What follows belongs to an exercise in optimizing a design on an open flow for small area; a production flow would make more cautious choices. The RTL was checked by simulation tests, not by an equivalence proof against the original design.

File: flow/config.mk
export PLATFORM = sky130hd
export DESIGN_NAME = nectx
export DESIGN_NICKNAME = nectx
export VERILOG_FILES = /design/flow/design.v
export SDC_FILE = /design/flow/constraint.sdc
export NUM_CORES = 4
export LEC_CHECK = 0
export ABC_AREA = 1
export CAP_MARGIN = 20
export CORE_MARGIN = 2
export CORE_UTILIZATION = 60
export SLEW_MARGIN = 20
File: flow/constraint.sdc
create_clock -name core_clock -period 40.0 [get_ports {clk}]
set_input_delay 8.0000 -clock core_clock [delete_from_list [all_inputs] [get_ports {clk}]]
set_output_delay 8.0000 -clock core_clock [all_outputs]
set_load 0.01 [all_outputs]
File: flow/design.v
module nectx (
    input             clk,
    input             rst,
    input      [31:0] top,
    input             host_we,
    input      [2:0]  host_addr,
    input      [31:0] host_wdata,
    output reg [31:0] host_rdata,
    output     [31:0] carrier
);
    localparam [3:0] PH_IDLE           = 4'd0;
    localparam [3:0] PH_LEAD_MARK      = 4'd1;
    localparam [3:0] PH_LEAD_SPACE     = 4'd2;
    localparam [3:0] PH_BIT_MARK       = 4'd3;
    localparam [3:0] PH_BIT_SPACE      = 4'd4;
    localparam [3:0] PH_TRAIL_MARK     = 4'd5;
    localparam [3:0] PH_RPT_LEAD_MARK  = 4'd6;
    localparam [3:0] PH_RPT_SPACE      = 4'd7;
    localparam [3:0] PH_RPT_TRAIL_MARK = 4'd8;
    localparam [1:0] RPT_IDLE      = 2'd0;
    localparam [1:0] RPT_REPEATING = 2'd1;
    localparam [1:0] RPT_STOPPING  = 2'd2;
    localparam [7:0] OP_DECODE_RAW        = 8'h01;
    localparam [7:0] OP_ENCODE_RAW        = 8'h02;
    localparam [7:0] OP_SEND_BYTES        = 8'h03;
    localparam [7:0] OP_SEND_REPEAT_FRAME = 8'h04;
    localparam [7:0] OP_SEND              = 8'h05;
    localparam [7:0] OP_SEND_RAW          = 8'h06;
    localparam [7:0] OP_STOP_REPEAT       = 8'h07;
    localparam [7:0] OP_CONFIGURE         = 8'h08;
    reg [31:0] arg;          
    reg [7:0]  cmd_op;
    reg        op_v;         
    reg        dur_v;        
    reg [6:0]  dur_m;
    reg        rc_v;         
    reg [23:0] rc;
    reg        rd_v;         
    reg [24:0] r_decode;
    reg [3:0]  phase;
    reg [4:0]  bit_idx;
    reg        owner;
    reg        ill;
    reg        ovr;
    reg [6:0]  duty;
    reg [1:0]  rpt;
    reg        busy;
    reg [10:0] cnt;          
    reg [6:0]  acc;          
    reg [6:0]  mduty;        
    wire is_mark = (phase == PH_LEAD_MARK) || (phase == PH_BIT_MARK) ||
                   (phase == PH_TRAIL_MARK) || (phase == PH_RPT_LEAD_MARK) ||
                   (phase == PH_RPT_TRAIL_MARK);
    wire [4:0]  dq_r [0:27];
    wire [26:0] dq_q;
    assign dq_r[0] = {1'b0, top[31:28]};
    genvar gk, gi;
    generate
        for (gk = 0; gk < 27; gk = gk + 1) begin : g_dq
            wire [5:0] t = {dq_r[gk], top[27 - gk]};
            assign dq_q[26 - gk] = (t >= 6'd25);
            assign dq_r[gk + 1] = dq_q[26 - gk] ? (t - 6'd25) : t[4:0];
        end
    endgenerate
    reg  [26:0] qa;
    reg  [5:0]  ra;
    always @(posedge clk) begin
        qa <= dq_q;
        ra <= {dq_r[27], top[0]};
    end
    wire       on_v = qa[0] & mduty[0];
    wire [12:0] lo_acc [0:6];
    wire [6:0]  lo_cin = {1'b0, on_v, on_v, 2'b00, on_v, 1'b0};
    assign lo_acc[0] = {7'h7f, ~(ra & {6{mduty[0]}})};
    generate
        for (gk = 1; gk < 7; gk = gk + 1) begin : g_lo
            wire [7:0] c;
            assign c[0] = ~lo_cin[gk];
            for (gi = 0; gi < 13; gi = gi + 1) begin : b
                if (gi >= gk && gi - gk < 7) begin : fa
                    wire a  = lo_acc[gk - 1][gi];
                    wire bb = (gi - gk < 6) ? ~(ra[gi - gk] & mduty[gk]) : 1'b1;
                    assign lo_acc[gk][gi] = a ^ bb ^ c[gi - gk];
                    assign c[gi - gk + 1] = (a & bb) | (a & c[gi - gk]) | (bb & c[gi - gk]);
                end else begin : pass
                    assign lo_acc[gk][gi] = lo_acc[gk - 1][gi];
                end
            end
        end
    endgenerate
    wire [12:0] lo_p = ~lo_acc[6];
    wire [4:0] dl_r [0:6];
    wire [5:0] on_lo;
    assign dl_r[0] = lo_p[12:8];
    generate
        for (gk = 0; gk < 6; gk = gk + 1) begin : g_dl
            wire [5:0] t = {dl_r[gk], lo_p[7 - gk]};
            assign on_lo[5 - gk] = (t >= 6'd25);
            assign dl_r[gk + 1] = on_lo[5 - gk] ? (t - 6'd25) : t[4:0];
        end
    endgenerate
    wire [33:0] hi_acc [0:6];
    assign hi_acc[0] = {7'h7f, ~(qa & {27{mduty[0]}})};
    generate
        for (gk = 1; gk < 7; gk = gk + 1) begin : g_hi
            wire [28:0] c;
            assign c[0] = ~on_lo[gk - 1];
            for (gi = 0; gi < 34; gi = gi + 1) begin : b
                if (gi >= gk && gi - gk < 28) begin : fa
                    wire a  = hi_acc[gk - 1][gi];
                    wire bb = (gi - gk < 27) ? ~(qa[gi - gk] & mduty[gk]) : 1'b1;
                    assign hi_acc[gk][gi] = a ^ bb ^ c[gi - gk];
                    assign c[gi - gk + 1] = (a & bb) | (a & c[gi - gk]) | (bb & c[gi - gk]);
                end else begin : pass
                    assign hi_acc[gk][gi] = hi_acc[gk - 1][gi];
                end
            end
        end
    endgenerate
    assign carrier = is_mark ? ~hi_acc[6][32:1] : 32'd0;
    wire on_nz = (qa[26:1] != 26'd0) || (qa[0] && mduty[6:1] != 6'd0) || (on_lo != 6'd0);
    wire [31:0] status = {16'd0, bit_idx, phase, owner, ovr, ill,
                          (is_mark & on_nz), rpt, busy};
    always @(*) begin
        case (host_addr)
            3'd0:    host_rdata = arg;
            3'd1:    host_rdata = op_v ? {24'd0, cmd_op} : 32'd0;
            3'd2:    host_rdata = status;
            3'd3:    host_rdata = dur_v ? {21'd0, dur_m, 4'd8} : 32'd0;
            3'd4:    host_rdata = rc_v ? {~rc[23:16], rc} : 32'd0;
            3'd5:    host_rdata = rd_v ? {7'd0, r_decode} : 32'd0;
            3'd6:    host_rdata = {25'd0, duty};
            default: host_rdata = 32'd0;
        endcase
    end
    wire        hi_zero   = (arg[15:8] == 8'd0);
    wire [7:0]  enc_high  = hi_zero ? ~arg[7:0] : arg[15:8];
    wire        dec_valid = (arg[23:16] == ~arg[31:24]);
    wire [7:0]  dec_high  = (arg[15:8] == ~arg[7:0]) ? 8'd0 : arg[15:8];
    wire [7:0] byte0 = arg[7:0];
    wire [7:0] byte1 = arg[15:8];
    wire [7:0] byte2 = arg[23:16];
    wire [7:0] byte3 = arg[31:24];
    wire b0 = byte0[bit_idx[2:0]];
    wire b1 = byte1[bit_idx[2:0]];
    wire b2 = byte2[bit_idx[2:0]];
    wire b3 = byte3[bit_idx[2:0]];
    reg  fbit;
    always @(*) begin
        case (bit_idx[4:3])
            2'd0: fbit = b0;
            2'd1: fbit = (cmd_op != OP_SEND_BYTES && hi_zero) ? ~b0 : b1;
            2'd2: fbit = b2;
            default: fbit = (cmd_op == OP_SEND) ? ~b2 : b3;
        endcase
    end
    wire       issue  = host_we && (host_addr == 3'd1) && !busy;
    wire [7:0] iss_op = host_wdata[7:0];
    reg iss_legal;
    always @(*) begin
        case (iss_op)
            OP_DECODE_RAW:        iss_legal = 1'b1;
            OP_ENCODE_RAW:        iss_legal = (arg[31:24] == 8'd0);
            OP_SEND_BYTES:        iss_legal = 1'b1;
            OP_SEND_REPEAT_FRAME: iss_legal = (arg == 32'd0);
            OP_SEND:              iss_legal = (arg[31:25] == 7'd0);
            OP_SEND_RAW:          iss_legal = 1'b1;
            OP_STOP_REPEAT:       iss_legal = (arg == 32'd0);
            OP_CONFIGURE:         iss_legal = (arg[31:8] == 24'd0);
            default:              iss_legal = 1'b0;
        endcase
    end
    wire iss_ok   = issue && iss_legal;
    wire iss_join = iss_ok && ((iss_op == OP_SEND_BYTES) || (iss_op == OP_SEND_REPEAT_FRAME) ||
                               (iss_op == OP_SEND) || (iss_op == OP_STOP_REPEAT) ||
                               ((iss_op == OP_SEND_RAW) && dec_valid));
    wire iss_cfg  = iss_ok && (iss_op == OP_CONFIGURE);
    wire [7:0] n_op = issue ? iss_op : cmd_op;
    wire [6:0] n_duty = iss_cfg ? ((arg[7:0] >= 8'd1 && arg[7:0] <= 8'd100) ? arg[6:0] : 7'd33)
                                : duty;
    wire running  = (phase != PH_IDLE);
    wire ivl_end  = running && (cnt[6:0] == 7'd0);
    wire trail    = (phase == PH_TRAIL_MARK) || (phase == PH_RPT_TRAIL_MARK);
    wire frm_end  = ivl_end && trail;
    wire fg_end   = frm_end && !owner;
    wire bg_end   = frm_end && owner;
    wire auto_rpt = (cmd_op == OP_SEND) && arg[24];
    wire [1:0] rpt_a = (iss_join && rpt == RPT_REPEATING) ? RPT_STOPPING :
                       (fg_end && auto_rpt) ? RPT_REPEATING : rpt;
    wire bg_busy = running && !frm_end && owner;
    wire [1:0] rpt_b = (rpt_a == RPT_STOPPING && !bg_busy) ? RPT_IDLE : rpt_a;
    wire busy_a = iss_join | (busy & ~fg_end);
    wire join_n = busy_a && !(running && !owner);
    wire join_done = join_n && (rpt_b == RPT_IDLE);
    wire stop_done = join_done && (n_op == OP_STOP_REPEAT);
    wire fg_start  = join_done && !stop_done;
    wire bg_fire   = (rpt_b == RPT_REPEATING) && !running && (cnt == 11'd0);
    reg        do_enter;
    reg  [3:0] ent_phase;
    reg  [4:0] ent_idx;
    reg  [6:0] ent_cnt;
    always @(*) begin
        do_enter  = 1'b1;
        ent_phase = PH_IDLE;
        ent_idx   = 5'd0;
        ent_cnt   = 7'd0;
        if (fg_start) begin
            ent_phase = (n_op == OP_SEND_REPEAT_FRAME) ? PH_RPT_LEAD_MARK : PH_LEAD_MARK;
            ent_cnt   = 7'd127;
        end else if (bg_fire) begin
            ent_phase = PH_RPT_LEAD_MARK;
            ent_cnt   = 7'd127;
        end else if (ivl_end && !trail) begin
            case (phase)
                PH_LEAD_MARK:  begin ent_phase = PH_LEAD_SPACE; ent_cnt = 7'd63; end
                PH_LEAD_SPACE: begin ent_phase = PH_BIT_MARK;   ent_cnt = 7'd7;  end
                PH_BIT_MARK:   begin ent_phase = PH_BIT_SPACE;  ent_idx = bit_idx;
                                     ent_cnt = fbit ? 7'd23 : 7'd7; end
                PH_BIT_SPACE: begin
                    ent_cnt = 7'd7;
                    if (bit_idx != 5'd31) begin ent_phase = PH_BIT_MARK;   ent_idx = bit_idx + 5'd1; end
                    else                  begin ent_phase = PH_TRAIL_MARK; ent_idx = 5'd31;          end
                end
                PH_RPT_LEAD_MARK: begin ent_phase = PH_RPT_SPACE;      ent_cnt = 7'd31; end
                default:          begin ent_phase = PH_RPT_TRAIL_MARK; ent_cnt = 7'd7;  end
            endcase
        end else begin
            do_enter = 1'b0;
        end
    end
    wire frame_start = fg_start || bg_fire;
    always @(posedge clk) begin
        if (rst) begin
            arg      <= 32'd0;
            op_v     <= 1'b0;
            dur_v    <= 1'b0;
            rc_v     <= 1'b0;
            rd_v     <= 1'b0;
            phase    <= PH_IDLE;
            bit_idx  <= 5'd0;
            owner    <= 1'b0;
            ill      <= 1'b0;
            ovr      <= 1'b0;
            duty     <= 7'd33;
            rpt      <= RPT_IDLE;
            busy     <= 1'b0;
        end else begin
            if (host_we && host_addr == 3'd0 && !busy) arg <= host_wdata;
            if (host_we && host_addr <= 3'd1 && busy) ovr <= 1'b1;
            if (host_we && host_addr == 3'd2) begin
                ill <= ill & ~host_wdata[4];
                ovr <= ovr & ~host_wdata[5];
            end
            if (issue) begin
                op_v <= 1'b1;
                if (!iss_legal) ill <= 1'b1;
            end
            if (iss_ok && iss_op == OP_DECODE_RAW) rd_v <= 1'b1;
            if (iss_ok && iss_op == OP_ENCODE_RAW) rc_v <= 1'b1;
            if (iss_ok && iss_op == OP_SEND_RAW && !dec_valid) dur_v <= 1'b0;
            duty <= n_duty;
            if (fg_end) dur_v <= 1'b1;
            rpt  <= rpt_b;
            busy <= busy_a & ~stop_done;
            if (frm_end) phase <= PH_IDLE;
            if (do_enter) begin
                phase   <= ent_phase;
                bit_idx <= ent_idx;
            end
            if (frame_start) owner <= bg_fire;
        end
    end
    always @(posedge clk) begin
        if (issue) cmd_op <= iss_op;
        if (iss_ok && iss_op == OP_DECODE_RAW)
            r_decode <= {dec_valid, arg[23:16], dec_high, arg[7:0]};
        if (iss_ok && iss_op == OP_ENCODE_RAW)
            rc <= {arg[23:16], enc_high, arg[7:0]};
        if (fg_end) dur_m <= acc;
        if (do_enter)
            cnt <= {4'd0, ent_cnt};
        else if (frm_end)
            cnt <= {7'd97 - acc, 4'd3};
        else
            cnt <= cnt - 11'd1;
        if (frame_start)
            acc <= (ent_phase == PH_LEAD_MARK) ? 7'd44 : 7'd10;
        else if (do_enter && ent_phase == PH_BIT_SPACE && fbit)
            acc <= acc + 7'd1;
        if (do_enter)
            mduty <= n_duty;
    end
endmodule
File: flow/flow/run.sh
#!/bin/bash
# Own flow: the standard layout, except that
#  * synthesis maps the logic with an area-oriented ABC script (no ABC gate
#    upsizing or buffering; the placer's timing repair sizes what the clock
#    period needs) and extracts only full adders; registers are mapped
#    exactly as in the standard flow;
#  * the port buffers that global placement inserts on every input and
#    output are sky130_fd_sc_hd__buf_1.
set -euo pipefail
WORK=$(pwd)
rm -rf "$WORK/myscripts"
cp -r "$FLOW_HOME/scripts" "$WORK/myscripts"
cp "$WORK/flow/abc_area.script" "$WORK/myscripts/abc_area.script"
cp "$WORK/flow/abc_area.script" "$WORK/myscripts/abc_speed.script"
sed -i 's/^  extract_fa {\*}\[dont_use_extract_fa_args\]$/  extract_fa -fa/' "$WORK/myscripts/synth.tcl"
grep -q '^  extract_fa -fa$' "$WORK/myscripts/synth.tcl"
sed "s#^make -C #make SCRIPTS_DIR=$WORK/myscripts -C #" standard.sh > mysynth.sh
grep -q "SCRIPTS_DIR=$WORK/myscripts" mysynth.sh
sed "s#^make -C #make 'BUFFER_PORTS_ARGS=-buffer_cell sky130_fd_sc_hd__buf_1' -C #" standard.sh > mylayout.sh
grep -q "BUFFER_PORTS_ARGS" mylayout.sh
bash mysynth.sh synth > "$WORK/synth.log" 2>&1
bash mylayout.sh > "$WORK/layout.log" 2>&1
File: flow/flow/abc_area.script
strash
dc2
strash
dch -f
map -a
topo
File: flow/standard.sh
#!/bin/bash
# synth_recipe.tcl (not shown) runs the flow's synth.tcl, then flattens the netlist and writes it again
# the make line also repeats each setting of config.mk as NAME=value (left out here)
make -C /OpenROAD-flow-scripts/flow DESIGN_CONFIG=/design/flow/config.mk WORK_HOME=/design/flow/orfs CLKGATE_MAP_FILE= SYNTH_SCRIPT=/design/flow/synth_recipe.tcl "${@:-finish}"
==> flow_summary.json, run 1 <==
{
  "gp_congestion": 0.929,
  "first_global_vias": 13500,
  "worst_path_most_repeated_cell": "fa_1",
  "worst-path-max-fanout": 29,
  "avgRoutedWirePerCell_um": 16.1,
  "synth.distinct_cells": 40,
  "clk_pin_slew_ps": 80,
  "yosysSeqAreaShare": 0.277,
  "drt_first_iter_violations": 1119,
  "cp_top_family": "adder cells",
  "syn_nets": 2246,
  "ys_warn_count": 1,
  "hold_viol": 0,
  "grt_pass1_wl_um": 66800,
  "totalWireLength_um": 40200,
  "setup_viol": 0,
  "min_to": "cnt[0]",
  "hold_class": "register to register",
  "drt_pass1_iterations": 5,
  "crit_buf_inv": 20,
  "syn_area_per_cell_um2": 7.82,
  "cts-resized-gates": 0,
  "fin_skew_ps": 16.5,
  "worstSetupEndpointType": "primary output",
  "ant_nets": 0,
  "fin_util": 0.680,
  "synth-edff-count": 70,
  "fp.dieH_um": 165,
  "initial_utilization": 0.614,
  "hold_slack_ps": 415,
  "clock_latency_ps": 440,
  "root_buffer": "clkbuf_16",
  "clock_sinks": 180,
  "tns_ps": 0,
  "area_growth_pct": 10.7,
  "tightest_slew_ps": 1020,
  "synth_ff_type": "dfxtp_1",
  "async_flop_share": 0,
  "fp.dieArea_um2": 27200,
  "grtUsageTotal": 0.313,
  "n_antenna_cell": 0,
  "synth.cell_area_um2": 15500,
  "rr_startpoint": "cnt[0]",
  "cts_tree": "built",
  "synth-seq-cells": 180,
  "slew_violations": 0,
  "timing.final.crit_share": 0.933,
  "crit_path_top_delay_cell": "edfxtp_1",
  "cts_made_buffers": 17,
  "cts_buffer_depth": 2,
  "io_buffers": 133,
  "most-common-layout-cells": "nor2_1 (407), clkinv_1 (370), nand2_1 (263), fa_1 (191), buf_1 (133)",
  "drive_above_1_share": 0.0314,
  "critical_path_class": "register to primary output",
  "critPathArrivalTime_ps": 29300,
  "rrSetupSlack_ps": 34240,
  "hpwl_um": 31800,
  "routed_via_density": 5.63,
  "die_x_um": 165,
  "holdBufCountCts": 0,
  "drc": 0,
  "finalNetCount": 2412,
  "coreArea_um2": 25300,
  "rr_worst_depth": 24,
  "htreeDepth": 4,
  "grt_max_degree": 65,
  "drv_cap": 0,
  "r2r_end": "acc[3]",
  "ios": 134,
  "holdPathStages": 1,
  "start_kind": "register",
  "post_cts_buffers": 0,
  "fin_crit_ps": 37300,
  "final_common_cell": "nor2_1",
  "fmax_mhz": 26.8,
  "vias": 14000,
  "grt_overflow_total": 0,
  "slew_headroom": 0.314,
  "min_from": "cnt[0]",
  "rows": 58,
  "status": "no timing/DRC/antenna violations",
  "rsz0062_at_grt": "false",
  "critPathMaxStageDelay_ps": 950,
  "antenna_found_initial": 0,
  "crit_required_ps": 32000,
  "synthCells": 1985
}
## how the worst max path moves through the flow
stage / startpoint / endpoint / slack (ps) / cells past startpoint
detailed placement: mduty[0] / carrier[31] / 3290 / 110
CTS: mduty[0] / carrier[31] / 2670 / 110
floorplan: mduty[0] / carrier[31] / 5200 / 109
finish: mduty[0] / carrier[31] / 2700 / 104
global placement: mduty[0] / carrier[31] / 4040 / 114
global route: mduty[0] / carrier[31] / 890 / 110
## sequential cells by signal, indices dropped and copies added (netlist names), 2 cells and up
signal,cells
arg,32
qa,27
r_decode,25
rc,24
cnt,11
cmd_op,8
acc,7
dur_m,7
duty,7
mduty,7
ra,6
bit_idx,5
phase,4
rpt,2
## per-stage QoR
stage | instances | setup WS, ps | cell area, um2
6_report | 2494 | 2700 | 17200
2_1_floorplan | 1985 | 5200 | 15500
3_3_place_gp | 2462 | 4040 | 16600
5_1_grt | 2494 | 889 | 17200
3_5_place_dp | 2462 | 3290 | 16600
4_1_cts | 2494 | 2670 | 17200
## layer usage
metal  wire length (um)  up-vias  track usage
met5                  0        -            0
met4               1090        0       0.0980
met3               2640       77       0.0417
met2              19000      503        0.527
met1              17500     6675        0.425
li1                   -     6780            -
## final cells by class
class | count | area, um2
repair buffers | 147 | 604
fillers | 2253 | 8080
clock inverters | 14 | 154
multi-input cells | 1435 | 9880
clock buffers | 18 | 429
well taps | 330 | 413
flip-flops and latches | 180 | 4300
inverters | 370 | 1390
## cell families after synthesis
kind of cell | count (synthesis) | synth area share
xor gates and xnor gates | 61 | 0.0344
buffers and inverters | 370 | 0.0895
adders and majority gates | 191 | 0.246
and+or+nand+nor | 827 | 0.218
AOI/OAI and AO/OA | 356 | 0.135
DFF | 180 | 0.277
## synthesized netlist by cell type, types with 3 or more instances
master / number / share of area
a22oi_1: 37 / 0.018
nor4_1: 20 / 0.0081
fa_1: 191 / 0.25
clkinv_1: 370 / 0.090
and3_2: 4 / 0.0019
nor2_1: 407 / 0.098
a21oi_1: 103 / 0.033
xor2_1: 45 / 0.025
dfxtp_1: 110 / 0.14
o21bai_1: 3 / 0.0015
a31oi_1: 13 / 0.0052
or2_2: 9 / 0.0036
nor3_1: 31 / 0.010
o31ai_1: 5 / 0.0024
o211ai_1: 15 / 0.0073
nand2_1: 263 / 0.064
nand3_1: 73 / 0.024
xnor2_1: 16 / 0.0090
edfxtp_1: 70 / 0.14
o21a_1: 5 / 0.0024
o21ai_0: 127 / 0.041
a221oi_1: 5 / 0.0028
o2111ai_1: 5 / 0.0028
a211oi_1: 3 / 0.0015
o22ai_1: 19 / 0.0077
nand4_1: 17 / 0.0069
==> inputs of run 2 (changes only) <==
==> flow/flow/abc_area.script (replaced) <==
strash
dc2
&get -n
&deepsyn -T 60
&put
dch -f
map -a
topo
==> flow_summary.json, run 2 <==
{
  "yosysMostFrequentCell": "clkinv_1",
  "n_antenna_cell": 0,
  "drt_pass1_iterations": 5,
  "clk_pin_slew_ps": 70,
  "drive_above_1_share": 0.0274,
  "worst-path-max-fanout": 30,
  "gp_congestion": 0.921,
  "finalNetCount": 2400,
  "antenna_found_initial": 0,
  "synth_area_leaders": "fa_1 (25%), dfxtp_1 (14%), edfxtp_1 (14%)",
  "synth.distinct_cells": 39,
  "largest_reg_flops": 32,
  "start_kind": "register",
  "hpwl_um": 31700,
  "totalWireLength_um": 40100,
  "critical_path_class": "register to primary output",
  "clock_latency_ps": 450,
  "htreeDepth": 4,
  "cts_tree": "built",
  "slew_violations": 0,
  "critPathArrivalTime_ps": 29320,
  "cp_top_family": "adder cells",
  "initial_utilization": 0.612,
  "fp.dieArea_um2": 27000,
  "slew_headroom": 0.315,
  "top_regs": "arg (32), qa (27), r_decode (25)",
  "grt_overflow_total": 0,
  "rsz0062_at_grt": "false",
  "fin_skew_ps": 22.2,
  "worst_slack_ps": 2680,
  "fp.dieH_um": 164,
  "async_flop_share": 0,
  "area_growth_pct": 10.4,
  "synth_ff_type": "dfxtp_1",
  "die_x_um": 164,
  "syn_area_per_cell_um2": 7.79,
  "setup_viol": 0,
  "fmax_mhz": 26.8,
  "ant_nets": 0,
  "clock_sinks": 180,
  "synth_top_cell_by_area": "fa_1",
  "dp_slack_ps": 3170,
  "worstSetupEndpointType": "primary output",
  "synth.cell_area_um2": 15400,
  "drc": 0,
  "holdBufCountCts": 0,
  "critPathMaxStageDelay_ps": 1020,
  "first_global_vias": 13400,
  "crit_buf_inv": 20,
  "grtUsageTotal": 0.312,
  "ys_warn_count": 1,
  "synth_top_area_frac": 0.248,
  "drv_cap": 0,
  "synth_common_cells": "clkinv_1 (430), nor2_1 (404), nand2_1 (284)",
  "post_cts_buffers": 0,
  "status": "no timing/DRC/antenna violations",
  "crit_path_top_delay_cell": "edfxtp_1",
  "largest-register": "arg",
  "hold_class": "register to register",
  "hold_viol": 0,
  "grt_pass1_wl_um": 65900,
  "grt_max_degree": 35,
  "syn_nets": 2239,
  "rows": 58,
  "io_buffers": 133,
  "timing.final.crit_share": 0.933,
  "fin_crit_ps": 37320,
  "vias": 13800,
  "most-common-layout-cells": "clkinv_1 (429), nor2_1 (404), nand2_1 (283), fa_1 (191), buf_1 (133)",
  "crit_required_ps": 32000,
  "synth-edff-count": 70,
  "root_buffer": "clkbuf_16",
  "coreArea_um2": 25200,
  "synthCells": 1978,
  "cts-resized-gates": 0,
  "cts_made_buffers": 17,
  "cts_buffer_depth": 2,
  "synth-seq-cells": 180,
  "worst_path_most_repeated_cell": "fa_1",
  "avgRoutedWirePerCell_um": 16.2,
  "routed_via_density": 5.54,
  "final_common_cell": "clkinv_1",
  "drt_first_iter_violations": 970,
  "tightest_slew_ps": 1020,
  "ios": 134,
  "yosysSeqAreaShare": 0.279,
  "tns_ps": 0
}
[run 2: cell count changes after synthesis, moves of 23 or more]
cell,previous run,this run
clkinv_1,370,430
o22ai_1,19,55
nand3_1,73,41
a21oi_1,103,65
nor3_1,31,54
o21ai_0,127,71
[run 2: final timing paths]
kind / startpoint / endpoint / slack [ps] / cells past startpoint
worst max register to register: cnt[1] / cnt[4] / 34470 / 26
worst min register to register: cnt[0] / cnt[0] / 410 / 1
worst max-delay path: mduty[0] / carrier[31] / 2680 / 100
worst min-delay path: cnt[0] / cnt[0] / 410 / 1
[run 2: layer usage]
metal	track usage	wire (um)	vias up
met3	0.0447	2480	68
met2	0.536	19400	471
met1	0.416	17400	6530
li1	-	-	6684
met5	0	0	-
met4	0.0877	832	0
[run 2: layout make-up]
| class | count | area (um2) |
|---|---|---|
| Inverter | 430 | 1610 |
| Timing Repair Buffer | 142 | 567 |
| Clock buffer | 18 | 429 |
| Fill cell | 2238 | 8180 |
| Sequential cell | 180 | 4300 |
| Clock inverter | 14 | 183 |
| Tap cell | 330 | 413 |
| Multi-Input combinational cell | 1368 | 9490 |
[run 2: cells by family (layout without fill, tap and decap cells)]
family,count (synthesis),after routing,share of synthesized area
and+or+nand+nor,828,828,0.218
adders and majority gates,191,191,0.248
DFF,180,180,0.279
buffers and inverters,430,604,0.105
xor gates and xnor gates,46,46,0.0262
AOI/OAI and AO/OA,303,303,0.124
[run 2: worst register-to-register path, delay by kind of cell (launching register included)]
kind / cells / cell delay (ps)
compound gates: 3 / 520
flops: 1 / 330
buf+inv: 9 / 1570
simple gates: 14 / 2970
[run 2: stage by stage]
stage | cell area [um2] | hold WS (ps) | utilization | cells
final | 17000 | 412 | 0.675 | 2482
after global routing | 17000 | 424 | 0.675 | 2482
after CTS | 17000 | 413 | 0.675 | 2482
after detailed placement | 16400 | 396 | 0.651 | 2450
after global placement | 16400 | 390 | 0.651 | 2450
after floorplan | 15400 | 379 | - | 1978
==> inputs of run 3 (changes only) <==
==> flow/flow/abc_area.script (replaced) <==
strash
dc2
&get -n
&deepsyn -T 30
&put
dch -f
map -a
topo
--- a/flow/config.mk
+++ b/flow/config.mk
@@ -9,4 +9,4 @@
 export CAP_MARGIN = 20
 export CORE_MARGIN = 2
-export CORE_UTILIZATION = 60
+export CORE_UTILIZATION = 65
 export SLEW_MARGIN = 20
==> flow_summary.json, run 3 <==
{
  "grtUsageTotal": 0.340,
  "critPathArrivalTime_ps": 29150,
  "rsz0062_at_grt": "false",
  "syn_area_per_cell_um2": 7.82,
  "slew_headroom": 0.289,
  "totalWireLength_um": 41300,
  "synth_top_area_frac": 0.248,
  "crit_path_top_delay_cell": "edfxtp_1",
  "avgRoutedWirePerCell_um": 16.7,
  "grt_overflow_total": 0,
  "worst_path_most_repeated_cell": "fa_1",
  "synth-seq-cells": 180,
  "largest-register": "arg",
  "worst-path-max-fanout": 30,
  "cts_buffer_depth": 2,
  "syn_nets": 2232,
  "drt_first_iter_violations": 1106,
  "clock_sinks": 180,
  "cts-resized-gates": 0,
  "n_antenna_cell": 0,
  "post_cts_buffers": 0,
  "placed_cell_area_um2": 16400,
  "grt_max_degree": 34,
  "grt_pass1_wl_um": 65800,
  "vias": 14100,
  "synthCells": 1971,
  "cts_tree": "built",
  "hpwl_um": 31900,
  "fp.dieH_um": 158,
  "yosysSeqAreaShare": 0.279,
  "worstSetupEndpointType": "primary output",
  "finalInstanceArea_um2": 17100,
  "final_common_cell": "nor2_1",
  "fin_util": 0.731,
  "fin_crit_ps": 37150,
  "critPathMaxStageDelay_ps": 1030,
  "cts_made_buffers": 17,
  "fin_skew_ps": 25.9,
  "synth.distinct_cells": 41,
  "status": "no timing/DRC/antenna violations",
  "htreeDepth": 4,
  "root_buffer": "clkbuf_16",
  "crit_buf_inv": 20,
  "hold_class": "register to register",
  "area_growth_pct": 11.0,
  "crit_required_ps": 32000,
  "synth.cell_area_um2": 15400,
  "critical_path_class": "register to primary output",
  "worst_slack_ps": 2850,
  "start_kind": "register",
  "routed_via_density": 5.72,
  "dp_slack_ps": 3490,
  "ios": 134,
  "synth_area_leaders": "fa_1 (25%), dfxtp_1 (14%), edfxtp_1 (14%)",
  "synth_top_cell_by_area": "fa_1",
  "die_x_um": 158,
  "ant_nets": 0,
  "slew_violations": 0,
  "hold_viol": 0,
  "clock_latency_ps": 460,
  "drc": 0,
  "top_regs": "arg (32), qa (27), r_decode (25)",
  "tightest_slew_ps": 1060,
  "first_global_vias": 13300,
  "drt_pass1_iterations": 5,
  "fp.dieArea_um2": 25000,
  "setup_viol": 0,
  "tns_ps": 0,
  "async_flop_share": 0,
  "clk_pin_slew_ps": 90,
  "cp_top_family": "adder cells",
  "timing.final.crit_share": 0.929,
  "antenna_found_initial": 0,
  "drv_cap": 0,
  "holdBufCountCts": 0,
  "drive_above_1_share": 0.0345,
  "io_buffers": 133,
  "fmax_mhz": 26.9,
  "initial_utilization": 0.659,
  "coreArea_um2": 23400,
  "synth_ff_type": "dfxtp_1",
  "synth_common_cells": "nor2_1 (430), clkinv_1 (406), nand2_1 (264)",
  "finalNetCount": 2396,
  "rows": 56,
  "most-common-layout-cells": "nor2_1 (430), clkinv_1 (406), nand2_1 (263), fa_1 (191), buf_1 (133)",
  "yosysMostFrequentCell": "nor2_1",
  "gp_congestion": 0.937,
  "largest_reg_flops": 32,
  "ys_warn_count": 1,
  "synth-edff-count": 70
}
run 3: cell families after synthesis:
family / after synthesis / synth area share
simple gates: 845 / 0.224
buf+inv: 406 / 0.0989
compound gates: 301 / 0.122
fa+ha+maj: 191 / 0.248
flops: 180 / 0.279
xor+xnor: 47 / 0.0267
mux: 1 / 0.000649
run 3: layout make-up:
cell class / instances / area [um2]
multi-input combinational: 1385 / 9620
fill: 1840 / 6300
sequential: 180 / 4300
inverter: 406 / 1520
timing repair buffer: 145 / 617
clock buffer: 17 / 425
tap: 319 / 399
clock inverter: 15 / 214
run 3: final timing paths:
check                                   end  slack (ps)  startpoint  cells after the start
worst max-delay path            carrier[31]        2850    mduty[0]                    102
worst min-delay path                 cnt[0]         420      cnt[0]                      1
worst max register to register       acc[4]       33890      arg[3]                     21
worst min register to register       cnt[0]         420      cnt[0]                      1
run 3: per-stage QoR:
stage | hold slack (ps) | std cells
2_1_floorplan | 379 | 1971
3_5_place_dp | 397 | 2434
5_1_grt | 431 | 2467
6_report | 417 | 2467
4_1_cts | 418 | 2466
3_3_place_gp | 387 | 2433
run 3: routing by layer:
layer | track usage | vias up | wire (um)
met4 | 0.136 | 0 | 1510
met3 | 0.0433 | 101 | 3010
met2 | 0.568 | 575 | 19700
li1 | - | 6706 | -
met1 | 0.455 | 6741 | 17000
met5 | 0 | - | 0

## static timing again, ports no longer ideal
Ports are ideal in the flow. The routed layouts listed here were re-timed in OpenROAD.
Step 1: set_driving_cell puts a clkbuf_16 on clk and a buf_2 on each other input, an assumption about the parent block.
Step 2 times the ports against the registers' clock, not the clock port: input delays grow and output delays shrink by t, the midpoint of the rising clock arrivals with the driver on.
Three values: ideal ports, drivers, drivers and shift; two values: the first two.
run | shift t [ns] | setup slack, ns | hold WS [ns] | latest minus earliest clock arrival (ns) | worst register clock-pin slew, ns
run 1 | 0.484 | 2.697 / 2.648 / 3.132 | 0.415 / 0.415 / 0.415 | 0.017 / 0.017 | 0.08 / 0.08
run 2 | 0.489 | 2.682 / 2.633 / 3.122 | 0.412 / 0.412 / 0.412 | 0.023 / 0.023 | 0.09 / 0.09
run 3 | 0.496 | 2.853 / 2.802 / 3.298 | 0.417 / 0.417 / 0.417 | 0.026 / 0.026 | 0.09 / 0.09
After both steps every run listed still meets setup and hold.
